What follows belongs to an exercise in optimizing a design on an open flow for small area, a short achievable clock period and few clock cycles per item; a production flow would make more cautious choices. The RTL was checked by simulation tests, not by an equivalence proof against the original design.

==> run.sh <==
#!/bin/bash
# synth_recipe.tcl (not shown) runs the flow's synth.tcl, then flattens the netlist and writes it again
# the make line also repeats each setting of config.mk as NAME=value (left out here)
make -C /OpenROAD-flow-scripts/flow DESIGN_CONFIG=/design/flow/config.mk WORK_HOME=/design/flow/orfs CLKGATE_MAP_FILE= SYNTH_SCRIPT=/design/flow/synth_recipe.tcl finish
==> config.mk <==
export PLATFORM = sky130hd
export DESIGN_NAME = keccak256
export DESIGN_NICKNAME = keccak256
export VERILOG_FILES = /design/flow/design.v
export SDC_FILE = /design/flow/constraint.sdc
export NUM_CORES = 4
export LEC_CHECK = 0
export CAP_MARGIN = 20
export CORE_MARGIN = 2
export CORE_UTILIZATION = 20
export PLACE_DENSITY = 0.28
export SLEW_MARGIN = 20
==> constraint.sdc <==
create_clock -name core_clock -period 5.0 [get_ports {clk}]
set_input_delay 1.0000 -clock core_clock [delete_from_list [all_inputs] [get_ports {clk}]]
set_output_delay 1.0000 -clock core_clock [all_outputs]
set_load 0.01 [all_outputs]
==> design.v <==
module keccak_round (
    input  wire [1599:0] s_in,
    input  wire [63:0]   rc,
    output wire [1599:0] s_out
);
    localparam [149:0] ROTS = {
        6'd14, 6'd56, 6'd61, 6'd2,  6'd18,    
        6'd8,  6'd21, 6'd15, 6'd45, 6'd41,    
        6'd39, 6'd25, 6'd43, 6'd10, 6'd3,     
        6'd20, 6'd55, 6'd6,  6'd44, 6'd36,    
        6'd27, 6'd28, 6'd62, 6'd1,  6'd0      
    };
    wire [319:0]  c;       
    wire [319:0]  d;       
    wire [1599:0] t;       
    wire [1599:0] b;       
    wire [1599:0] x_chi;   
    genvar x, y;
    generate
        for (x = 0; x < 5; x = x + 1) begin : g_theta_c
            assign c[64*x +: 64] = s_in[64*(x+0)  +: 64] ^ s_in[64*(x+5)  +: 64] ^
                                   s_in[64*(x+10) +: 64] ^ s_in[64*(x+15) +: 64] ^
                                   s_in[64*(x+20) +: 64];
        end
        for (x = 0; x < 5; x = x + 1) begin : g_theta_d
            wire [63:0] cl = c[64*((x+4)%5) +: 64];
            wire [63:0] cr = c[64*((x+1)%5) +: 64];
            assign d[64*x +: 64] = cl ^ {cr[62:0], cr[63]};
        end
        for (y = 0; y < 5; y = y + 1) begin : g_row
            for (x = 0; x < 5; x = x + 1) begin : g_col
                localparam integer I   = x + 5*y;
                localparam integer R   = ROTS[6*I +: 6];
                localparam integer DST = y + 5*((2*x + 3*y) % 5);
                wire [63:0] lane = s_in[64*I +: 64] ^ d[64*x +: 64];
                assign t[64*I +: 64] = lane;
                if (R == 0) begin : g_norot
                    assign b[64*DST +: 64] = lane;
                end else begin : g_rot
                    assign b[64*DST +: 64] = {lane[63-R:0], lane[63:64-R]};
                end
            end
        end
        for (y = 0; y < 5; y = y + 1) begin : g_chi_row
            for (x = 0; x < 5; x = x + 1) begin : g_chi_col
                assign x_chi[64*(x+5*y) +: 64] = b[64*(x+5*y) +: 64] ^
                    (~b[64*(((x+1)%5)+5*y) +: 64] & b[64*(((x+2)%5)+5*y) +: 64]);
            end
        end
    endgenerate
    assign s_out = {x_chi[1599:64], x_chi[63:0] ^ rc};
endmodule
module keccak256 (
    input  wire         clk,
    input  wire         rst,         
    input  wire         in_valid,
    output wire         in_ready,
    input  wire [63:0]  in_data,
    input  wire         in_last,
    input  wire [3:0]   in_bytes,
    output wire         out_valid,
    output wire [255:0] out_digest
);
    localparam [1:0] S_ABSORB = 2'd0,    
                     S_PAD    = 2'd1,    
                     S_PERM   = 2'd2,    
                     S_DONE   = 2'd3;    
    reg  [1599:0] st;
    reg  [1:0]    fsm;
    reg  [4:0]    lane;        
    reg  [4:0]    rnd;         
    reg           final_blk;   
    reg           pad_next;    
    reg [63:0] rc;
    always @(*) begin
        case (rnd)
            5'd0:  rc = 64'h0000000000000001;
            5'd1:  rc = 64'h0000000000008082;
            5'd2:  rc = 64'h800000000000808a;
            5'd3:  rc = 64'h8000000080008000;
            5'd4:  rc = 64'h000000000000808b;
            5'd5:  rc = 64'h0000000080000001;
            5'd6:  rc = 64'h8000000080008081;
            5'd7:  rc = 64'h8000000000008009;
            5'd8:  rc = 64'h000000000000008a;
            5'd9:  rc = 64'h0000000000000088;
            5'd10: rc = 64'h0000000080008009;
            5'd11: rc = 64'h000000008000000a;
            5'd12: rc = 64'h000000008000808b;
            5'd13: rc = 64'h800000000000008b;
            5'd14: rc = 64'h8000000000008089;
            5'd15: rc = 64'h8000000000008003;
            5'd16: rc = 64'h8000000000008002;
            5'd17: rc = 64'h8000000000000080;
            5'd18: rc = 64'h000000000000800a;
            5'd19: rc = 64'h800000008000000a;
            5'd20: rc = 64'h8000000080008081;
            5'd21: rc = 64'h8000000000008080;
            5'd22: rc = 64'h0000000080000001;
            5'd23: rc = 64'h8000000080008008;
            default: rc = 64'h0;
        endcase
    end
    wire [1599:0] st_round;
    keccak_round u_round (.s_in(st), .rc(rc), .s_out(st_round));
    wire        short_last = in_last && (in_bytes < 4'd8);
    wire [5:0]  byte_shift = {in_bytes[2:0], 3'b000};
    wire [63:0] keep       = short_last ? ((64'd1 << byte_shift) - 64'd1) : {64{1'b1}};
    wire [63:0] pad_first  = short_last ? (64'd1 << byte_shift) : 64'd0;
    wire [63:0] word       = (in_data & keep) ^ pad_first;
    localparam [63:0] PAD_END = 64'h8000000000000000;    
    reg [1599:0] absorb_vec;
    reg [1599:0] pad_vec;
    integer i;
    always @(*) begin
        absorb_vec = {1600{1'b0}};
        pad_vec    = {1600{1'b0}};
        for (i = 0; i < 17; i = i + 1) begin
            if (lane == i) begin
                absorb_vec[64*i +: 64] = word;
                pad_vec[64*i +: 64]    = 64'd1;
            end
        end
        if (short_last)
            absorb_vec[64*16 +: 64] = absorb_vec[64*16 +: 64] ^ PAD_END;
        pad_vec[64*16 +: 64] = pad_vec[64*16 +: 64] ^ PAD_END;
    end
    always @(posedge clk) begin
        if (rst) begin
            st        <= {1600{1'b0}};
            fsm       <= S_ABSORB;
            lane      <= 5'd0;
            rnd       <= 5'd0;
            final_blk <= 1'b0;
            pad_next  <= 1'b0;
        end else begin
            case (fsm)
                S_ABSORB: begin
                    if (in_valid) begin
                        st <= st ^ absorb_vec;
                        if (short_last) begin
                            final_blk <= 1'b1;
                            lane      <= 5'd0;
                            rnd       <= 5'd0;
                            fsm       <= S_PERM;
                        end else if (lane == 5'd16) begin
                            pad_next  <= in_last;
                            lane      <= 5'd0;
                            rnd       <= 5'd0;
                            fsm       <= S_PERM;
                        end else begin
                            lane <= lane + 5'd1;
                            if (in_last)
                                fsm <= S_PAD;
                        end
                    end
                end
                S_PAD: begin
                    st        <= st ^ pad_vec;
                    final_blk <= 1'b1;
                    pad_next  <= 1'b0;
                    lane      <= 5'd0;
                    rnd       <= 5'd0;
                    fsm       <= S_PERM;
                end
                S_PERM: begin
                    st  <= st_round;
                    rnd <= rnd + 5'd1;
                    if (rnd == 5'd23) begin
                        if (final_blk)
                            fsm <= S_DONE;
                        else if (pad_next)
                            fsm <= S_PAD;
                        else
                            fsm <= S_ABSORB;
                    end
                end
                default: begin    
                    st        <= {1600{1'b0}};
                    final_blk <= 1'b0;
                    fsm       <= S_ABSORB;
                end
            endcase
        end
    end
    assign in_ready   = (fsm == S_ABSORB);
    assign out_valid  = (fsm == S_DONE);
    assign out_digest = st[255:0];
endmodule
==> results.tsv <==
metric	value	unit
synth_enable_flop_cells	0	
crit_top_cell	buf_4	
route.met2.wl	575	mm
placed_cells	27500	
fin_crit_sh	89.0	%
routed.top_layer	met5	
cts_root_buffer	clkbuf_16	
antenna_found_initial	240	
first_global_vias	135000	
wl_met1	624	mm
dieArea	721000	um^2
maxCapViolCount	0	
yosys-top-cells-area	dfxtp_1, xnor2_1, xor2_1, xnor3_1, a21oi_1	
path_buf_inv	2	
layout_setup_ws	0.551	ns
worstSetupPathType	reg2reg	
area_growth	26.7	%
setup_viol	0	
ys_types	87	
cp.arrival	5.40	ns
num_io_pins	330	
clk_latency	1.13	ns
htree_num_levels	5	
worst_slew_pin_slew	1.35	ns
drtAntennaViolNets	0	
async_flop_share	0	%
instances_no_fill	28100	
overflow	0	
coreArea	712000	um^2
dr_wl_met3	157	mm
synth-main-ff-cell	dfxtp_1	
dp_hpwl	1240	mm
placementRows	310	
slew_violations	0	
drive_gt1_share	18.5	%
clkTransAtPathRegs	0.06	ns
cp_data_required_time	5.95	ns
final_nets	18400	
fillers	77400	
yosysSeqAreaShare	22.7	%
endpoint_kind	flip-flop	
slowest_delay	0.73	ns
place_congestion	1.08	
die_w	849	um
hold_buffers	0	
syn_inst	17500	
cts_resized	0	
drt-initial-drc-count	25000	
slew_headroom	9.63	%
clock_sinks	1621	
drc	0	
avgSynthCellArea	8.17	um^2
grtUsageTotal	40.3	%
grt_max_degree	126	
hold_path_class	reg2reg	
status	timing/DRC/antenna clean	
cp_cell_sequence	buf_4 > nor2b_1 > and3_4 > nand2_2 > buf_4 > nor2_1 > o211ai_1 > and2_1 > a2111oi_0	
clk_path_buf_depth	4	
max_freq	0.225	GHz
initial_core_util	20.1	%
fin_tns_setup	0	ns
cts_setup_buffers	0	
synth_top_area_share	22.7	%
synth-seq-cells	1621	
totalWireLength	1520	mm
rsz0062_at_grt	false	
syn_area	143000	um^2
skew	0.106	ns
cts_made_buffers	271	
die_h	849	um
cts_tree	yes	
finalHoldViolations	0	
drt-pass1-iter-count	8	
wl_per_cell	53.9	um
path_max_fanout	10	
grt_pass1_wl	1840	mm
ff_latch_area	32500	um^2
vias	154000	
multi_input_comb_area	110000	um^2
routed_via_density	5.47	
dp_slack	0.353	ns
slowest_stage	and3_4	
synth.largest_area_cell	dfxtp_1	
ys_warn_count	1	
cp_top_family	simple AND/OR/NAND/NOR gates	
syn-num-nets	17600	
io_buffers	329	
worst_setup_path_start_kind	flip-flop	
min_period	4.45	ns
==> Yosys cell counts, types with 272 or more instances <==
cell type and number:
and2_1 515, xor2_1 1145, nor3_1 503, xnor3_1 396, xnor2_1 2532, a21oi_1 1416
dfxtp_1 1621, a2111oi_0 311, clkbuf_1 1047, nor2_1 1579, nand2_1 1433, o21ai_0 854
nand4_1 272, nand3_1 431
==> state kept, by name, indices dropped and copies added, names as in the netlist <==
name	flops
final_blk	1
fsm	2
lane	5
pad_next	1
rnd	5
st	1600
u_round.rc	7
==> placed cells by master (no fill, tap or decap), drive strengths merged, types with 396 or more instances in the layout <==
cell type  synthesis  layout
clkbuf          1052     435
dfxtp           1621    1621
o21ai            867     867
a2111oi          414     414
xnor3            396     396
nand3            431     431
nor2            1579    1579
xnor2           2758    2758
nand2           1433    1433
buf              375    1664
a21oi           1417    1417
nor3             505     505
xor2            1328    1328
and2             526     526
==> per-stage QoR <==
stage | cell area, um^2 | util (%) | hold slack, ns
after floorplan | 143000 | - | 0.446
after global placement | 171000 | 24.0 | 0.471
after detailed placement | 172000 | 24.1 | 0.466
after CTS | 180000 | 25.3 | 0.465
after global routing | 181000 | 25.4 | 0.507
final | 181000 | 25.4 | 0.479
==> final cells by class <==
class	count	area share, %
diodes	137	0.190
inverters	90	0.196
repair buffers	1982	9.69
clock buffers	434	4.53
well taps	9516	6.58
clock inverters	37	0.247
flip-flops and latches	1621	17.9
multi-input cells	14300	60.6
==> kinds of logic after synthesis <==
kind of cell,Yosys count,share of synthesized area (%)
adders and majority gates,14,0.123
AOI/OAI and AO/OA,4019,18.3
xor gates and xnor gates,4524,34.2
DFF,1621,22.7
and+or+nand+nor,5677,19.2
buffers and inverters,1517,4.71
muxes,98,0.689
==> path summary, 6_finish.rpt <==
kind	startpoint	to	slack (ns)	cells past startpoint
worst min-delay path	pad_next	pad_next	0.48	2
worst max-delay path	lane[2]	st[866]	0.55	9
worst max register to register	lane[2]	st[866]	0.55	9
worst min register to register	pad_next	pad_next	0.48	2
==> worst reg2reg max path: stages (launching register included) <==
cell and delay [ns]:
dfxtp_1 0.55, buf_4 0.30, nor2b_1 0.50, and3_4 0.73, nand2_2 0.61, buf_4 0.56, nor2_1 0.29, o211ai_1 0.17
and2_1 0.26, a2111oi_0 0.35
==> routing by layer <==
metal,vias up,global-route usage (%)
met5,-,0
met4,54,34.4
met3,1981,12.1
met2,9952,53.7
met1,80200,52.3
li1,61900,-
Testbench counts, summed over its fixed seeds: cycles 12,635, items 320.

static timing again, ports no longer ideal:
The flow's constraints put no driver on any port. The routed layout listed below was extracted and timed again, unchanged, in two steps.
Step 1 assumes that a clkbuf_16 drives the clock port and a buf_2 every other input.
Step 2, shift: input delay + t, output delay - t, t = (earliest + latest rising clock arrival at the registers) / 2. This alone moves slack from input paths to output paths.
Three values: ideal, step 1, step 2; two values: the first two.
shift t [ns]: 1.211
setup slack, ns: 0.551 / 0.530 / 0.196
worst hold slack (ns): 0.479 / 0.423 / 0.479
slew at the worst register clock pin (ns): 0.07 / 0.07
cell pins on the clock port's net: 1
After both steps this run still meets setup and hold. For this run, drivers alone change the setup slack by -0.021 ns; drivers and shift together by -0.355 ns.
